Source: an optimization exercise on an open RTL-to-GDS flow (aim: small area, a short achievable clock period and few clock cycles). Production flows keep margins and buffers that such runs may drop. Function was checked by simulation only, so behaviour that the tests miss may differ from the original. Power and IR drop assume default switching activity.

`design.v`:
```
module nope_enc37 (
    input  wire          clk,
    input  wire          rst,
    input  wire          start,
    input  wire [1023:0] value,
    output wire          ready,
    output reg           sym_valid,
    output reg  [5:0]    sym,
    output reg           sym_last
);
    localparam integer K  = 3;                  
    localparam integer N  = (1024 + K - 1) / K;  
    localparam integer W  = N * K;              
    localparam integer D  = 197;                
    localparam integer NH = (D + 15) / 16;      
    reg  [W-1:0] inreg;     
    reg          busy;      
    reg  [8:0]   cnt;       
    wire         cnt_last = (cnt == N - 1);
    assign ready = ~busy | cnt_last;
    wire         accept = start & ready & ~rst;
    always @(posedge clk) begin
        if (accept)
            inreg <= {{(W-1024){1'b0}}, value};
        else
            inreg <= {inreg[W-K-1:0], {K{1'b0}}};
    end
    reg        clear_r;    
    reg        em_active;  
    reg [7:0]  e;          
    reg [5:0]  csum;
    wire clear = rst | clear_r;
    wire [NH-1:0] ph;
    wire [15:0]   pl;
    genvar gi;
    generate
        for (gi = 0; gi < NH; gi = gi + 1) begin : g_ph
            assign ph[gi] = (em_active & (e[7:4] == gi)) | clear;
        end
        for (gi = 0; gi < 16; gi = gi + 1) begin : g_pl
            assign pl[gi] = (e[3:0] == gi) | clear;
        end
    endgenerate
    wire [K-1:0] chunk [0:D];    
    wire [5:0]   rsel  [0:D];    
    assign chunk[0] = busy ? inreg[W-1 -: K] : {K{1'b0}};
    assign rsel[0]  = 6'd0;
    generate
        for (gi = 0; gi < D; gi = gi + 1) begin : g_st
            reg  [5:0]   rem;
            reg  [K-1:0] q;
            wire         sel = ph[gi / 16] & pl[gi % 16];
            reg  [5:0]   x;
            reg  [5:0]   u;
            reg  [5:0]   cy;
            reg  [K-1:0] qn;
            integer j;
            always @* begin
                x = sel ? 6'd0 : rem;
                for (j = K - 1; j >= 0; j = j - 1) begin
                    qn[j] = x[5] | (x[4] & (x[3] | x[2] | (x[1] & (x[0] | chunk[gi][j]))));
                    u     = {x[4:0], chunk[gi][j]};
                    cy[1] = u[0];
                    cy[2] = u[1] | cy[1];
                    cy[3] = u[2] & cy[2];
                    cy[4] = u[3] | cy[3];
                    cy[5] = u[4] | cy[4];
                    x[0]  = u[0] ^ qn[j];
                    x[1]  = u[1] ^ (qn[j] & ~cy[1]);
                    x[2]  = u[2] ^ (qn[j] & cy[2]);
                    x[3]  = u[3] ^ (qn[j] & ~cy[3]);
                    x[4]  = u[4] ^ (qn[j] & ~cy[4]);
                    x[5]  = u[5] ^ (qn[j] & cy[5]);
                end
            end
            always @(posedge clk) begin
                rem <= x;
                q   <= qn;
            end
            assign chunk[gi + 1] = q;
            assign rsel[gi + 1]  = rsel[gi] | ({6{sel}} & rem);
        end
    endgenerate
    wire [6:0] cs_add  = {1'b0, csum} + {1'b0, sym};
    wire [5:0] cs_next = (cs_add >= 7'd37) ? (cs_add - 7'd37) : cs_add[5:0];
    always @(posedge clk) begin
        sym_valid <= 1'b0;
        sym_last  <= 1'b0;
        clear_r   <= rst;
        if (rst) begin
            busy      <= 1'b0;
            em_active <= 1'b0;
        end else begin
            if (accept) begin
                busy <= 1'b1;
                cnt  <= 9'd0;
            end else if (busy) begin
                cnt <= cnt + 9'd1;
                if (cnt_last)
                    busy <= 1'b0;
            end
            if (busy & cnt_last) begin
                em_active <= 1'b1;
                e         <= 8'd0;
            end else if (em_active) begin
                e <= e + 8'd1;
                if (e == 8'd197)
                    em_active <= 1'b0;
            end
            if (em_active) begin
                sym_valid <= 1'b1;
                if (e == 8'd197) begin
                    sym      <= cs_next;
                    sym_last <= 1'b1;
                end else begin
                    sym <= rsel[D];
                end
                if (e == 8'd1)
                    csum <= sym;
                else
                    csum <= cs_next;
            end
        end
    end
endmodule
```
`run.sh`:
```
#!/bin/bash
# synth_recipe.tcl (not shown) runs the flow's synth.tcl, then flattens the netlist and writes it again
# the make line also repeats each setting of config.mk as NAME=value (left out here)
make -C /OpenROAD-flow-scripts/flow DESIGN_CONFIG=/design/flow/config.mk WORK_HOME=/design/flow/orfs CLKGATE_MAP_FILE= SYNTH_SCRIPT=/design/flow/synth_recipe.tcl finish
```
`config.mk`:
```
export PLATFORM = sky130hd
export DESIGN_NAME = nope_enc37
export DESIGN_NICKNAME = nope_enc37
export VERILOG_FILES = /design/flow/design.v
export SDC_FILE = /design/flow/constraint.sdc
export NUM_CORES = 4
export LEC_CHECK = 0
export ABC_AREA = 1
export CAP_MARGIN = 20
export CORE_MARGIN = 2
export CORE_UTILIZATION = 55
export SLEW_MARGIN = 20
```
`constraint.sdc`:
```
create_clock -name core_clock -period 5.0 [get_ports {clk}]
set_input_delay 1.0000 -clock core_clock [delete_from_list [all_inputs] [get_ports {clk}]]
set_output_delay 1.0000 -clock core_clock [all_outputs]
set_load 0.01 [all_outputs]
```
==> results.txt <==
-- flip-flops by register name, indices dropped and copies added (netlist names) --
signal     count
clear_r        1
em_active      1
busy           1
g_st.rem    1182
sym_last       1
csum           6
sym_valid      1
cnt            9
sym            6
e              8
inreg       1026
g_st.q       588
-- cell type report --
class                      count  area (um2)  share of cell area (%)
antenna                       43         108                  0.0516
clock buffer                 458        9280                    4.45
clock inverter               115        1730                   0.828
inverter                    3053       11500                    5.50
multi-input combinational  17700       87400                    41.9
sequential                  2830       56900                    27.3
tap                         3762        4710                    2.26
timing repair buffer        4444       36900                    17.7
-- cell families (layout without fill, tap and decap cells) --
family / after synthesis / in the layout / share of synthesized area (%)
and+or+nand+nor: 14100 / 14100 / 36.9
buffers and inverters: 3363 / 8070 / 8.30
DFF: 2830 / 2830 / 36.2
AOI/OAI and AO/OA: 2228 / 2228 / 9.15
xor gates and xnor gates: 810 / 810 / 4.51
adders and majority gates: 606 / 606 / 4.83
muxes: 22 / 22 / 0.144
other: 0 / 43 / 0
-- stage by stage --
| stage | hold slack [ns] | area (um2) | utilization (%) | total power, mW | TNS, ns |
|---|---|---|---|---|---|
| 6_report | 0.399 | 209000 | 73.2 | 182 | 0 |
| 5_1_grt | 0.422 | 209000 | 73.2 | 199 | 0 |
| 4_1_cts | 0.390 | 208000 | 73.2 | 182 | 0 |
| 3_5_place_dp | 0.405 | 197000 | 69.3 | 156 | -87.81 |
| 3_3_place_gp | 0.398 | 197000 | 69.3 | 153 | -36.43 |
| 2_1_floorplan | 0.394 | 157000 | - | 107 | 0 |
-- worst max-delay path, stage by stage, from the launching register on --
cell,delay (ns)
edfxtp_1,0.43
inv_1,0.15
ha_1,0.16
inv_1,0.19
o21ai_4,0.39
nand2_1,0.26
nand2_1,0.18
nand2_1,0.09
nand2_1,0.08
nand2_1,0.08
nand2_2,0.08
nand2_2,0.05
ha_1,0.33
inv_1,0.05
o21ai_0,0.24
nand3_1,0.15
o21ai_2,0.18
nand2_1,0.10
ha_1,0.20
xor2_1,0.22
a21oi_1,0.07
inv_1,0.08
nand3_1,0.11
o21ai_2,0.16
nand2_1,0.09
ha_1,0.19
xnor2_1,0.18
-- metal layers --
layer  vias to the layer above  share of wire (%)
met3                      1069                7.1
met5                         -              0.025
li1                      84500                  -
met2                      4621                 45
met4                        18                5.7
met1                     74900                 42
-- power groups by stage --
stage               combinational (mW)  clock (mW)  sequential [mW]
CTS                                117        25.0             39.7
global route                       133        25.9             40.5
floorplan                         70.3           0             36.9
global placement                   113           0             40.1
finish                             118        24.7             39.9
detailed placement                 116           0             40.0
-- cells in the mapped netlist, drive strengths merged (3+ instances only) --
| cell | instances | area share, % |
|---|---|---|
| nand4 | 237 | 0.94 |
| inv | 3050 | 7.3 |
| and2 | 26 | 0.10 |
| o211ai | 202 | 1.3 |
| a211oi | 36 | 0.17 |
| xnor2 | 435 | 2.4 |
| or3 | 49 | 0.19 |
| a21boi | 31 | 0.15 |
| o21ai | 1052 | 3.6 |
| a21oi | 294 | 0.94 |
| nor4b | 3 | 0.017 |
| nand3 | 1781 | 5.7 |
| dfxtp | 2801 | 36 |
| xor2 | 375 | 2.1 |
| o21bai | 85 | 0.43 |
| clkinv | 3 | 0.0072 |
| nor3 | 33 | 0.11 |
| o2111ai | 24 | 0.13 |
| a41oi | 4 | 0.022 |
| o22ai | 73 | 0.29 |
| mux2 | 5 | 0.036 |
| buf | 100 | 0.51 |
| mux2i | 17 | 0.11 |
| a31oi | 73 | 0.29 |
| a2111oi | 13 | 0.072 |
| o221ai | 6 | 0.033 |
| nor2 | 498 | 1.2 |
| clkbuf | 210 | 0.50 |
| o21a | 128 | 0.61 |
| or2 | 107 | 0.43 |
| nand3b | 167 | 0.80 |
| nor3b | 5 | 0.024 |
| nand2 | 11200 | 27 |
| edfxtp | 29 | 0.55 |
| a221oi | 84 | 0.47 |
| nor4 | 12 | 0.048 |
| ha | 605 | 4.8 |
| a22o | 114 | 0.63 |
| a31o | 4 | 0.022 |
-- worst max path at each step --
stage / from / end / slack [ns]
floorplan: rst / g_st[9].rem[1] / 0.48
global placement: rst / g_st[156].rem[1] / -0.36
detailed placement: rst / g_st[156].rem[1] / -0.35
CTS: e[0] / g_st[156].rem[1] / 0.42
global route: e[0] / g_st[170].rem[0] / 0.01
finish: e[0] / g_st[156].rem[1] / 0.39
==> qor.txt <==
Post-Route WL: 525 mm
clock skew: 0.0735 ns
Slew headroom: 32.9%
met3 Usage GRT: 5.72%
number of global-route vias before repair: 155k
FF-to-FF End: g_st[156].rem[1]
CTS H-tree depth: 5
antenna-violating nets left: 0
placed cells: 31.8k
P per Cell Area: 874 nW/um2
fin crit period: 4.61 ns
CTS tree: built
DRC: 0
Clock transition at path regs: 0.06 ns
most common cell after layout, fill and taps aside: nand2_1
register area share after synthesis: 36.2%
Yosys cell types: 65
clock network power share: 13.5%
hold_sp: inreg[995]
overflow left after global routing: 0
Avg Cell Area, Syn: 6.57 um2
Int Power: 101 mW
routability cong.: 0.992
Std-Cell Rows: 196
Die Wd: 539 um
Sw Ratio: 44.5%
met1 usage: 43.6%
Final Setup Violations: 0
first-pass detailed-route iteration total: 9
Worst setup SP type: flip-flop
mapped cell area: 157000 um2
GRT Total Usage: 34.9%
Crit Path Category: reg -> reg
combinational share of power: 64.6%
TritonCTS buffer count: 318
initial antenna violation count: 56
Hold EP: inreg[998]
Worst R2R Start: e[0]
EDFF count, synth: 29
largest net degree at the start of global routing: 204
Mapped Cells: 23.9k
cts-stage hold buffer count: 0
starting DRC count in detailed routing: 12.1k
switching power: 81.2 mW
WP data arrival: 5.42 ns
grt met2 use: 57.7%
total die area: 290000 um2
clock latency on the worst-skew pair: 0.96 ns
power share of the sequential group: 21.9%
Post-CTS Setup Inserts: 0
Reg2Reg Setup Slack: 0.39 ns
Post-Syn Nets: 25.6k
Core Region: 285000 um2
fin nets: 30.0k
Syn. warnings: 1
first-pass GRT wire length: 811 mm
share of flip-flops with an asynchronous set or reset: 0%
Max-cap violations: 0
clk buf depth: 4
via count: 165k
most frequent cells in the layout: nand2_1, buf_4, inv_1
CP max FO: 4
Final Hold Vio Count: 0
worst min-delay path class: reg -> reg
CTS resizes: 0
Leak Pwr: 114 nW
Layout Cells excl Fill: 32.4k
# fillers: 23.7k
Initial Utilization: 55.2%
Fmax: 0.217 GHz
port bufs: 1035
period utilization: 92.2%
unrepaired setup endpoints after global routing: no
HPWL Detailed: 425 mm
layout cells sized above 1: 16.1%
VDD IR-drop max: 0.000610 V
Root Buffer: clkbuf_16
wire length per cell: 16.2 um
Die H: 539 um
reg2reg path depth: 26
status: complete, no violations
worst slew pin tran: 1.01 ns
Hold Path Depth: 2
clock sink count: 2830
Post-Place Setup Slack: -0.351 ns
register bit total from synthesis: 2830
via density per instance: 5.09
I/O pin cnt: 1036
CP required: 5.81 ns
CP endpoint kind: flip-flop
worst setup margin: 0.392 ns
synthesis-to-layout area growth: 32.6%
Final Max Slew Viols: 0
Top Usage Layer GRT: met2
Synth Flop Type: dfxtp_1
Testbench counts, summed over its fixed seeds: cycles 7,636.

==> port drivers added, routing unchanged <==
Ports are ideal in the flow. The routed layout listed here was re-timed in OpenROAD.
Step 1, drivers: a clkbuf_16 drives clk and a buf_2 each remaining input, both assumed.
Step 2 times the ports against the registers' clock, not the clock port: input delays grow and output delays shrink by t, the midpoint of the rising clock arrivals with the driver on.
Slacks: ideal ports / drivers / drivers and shift; pairs: ideal ports / drivers.
t, ns: 0.994
setup slack, ns: 0.392 / 0.392 / -0.397
hold WS [ns]: 0.399 / 0.399 / 0.399
With both steps, setup timing fails in this run, where it was met with ideal ports. The setup slack of this run moves by 0.000 ns with the drivers and by -0.789 ns with both steps.
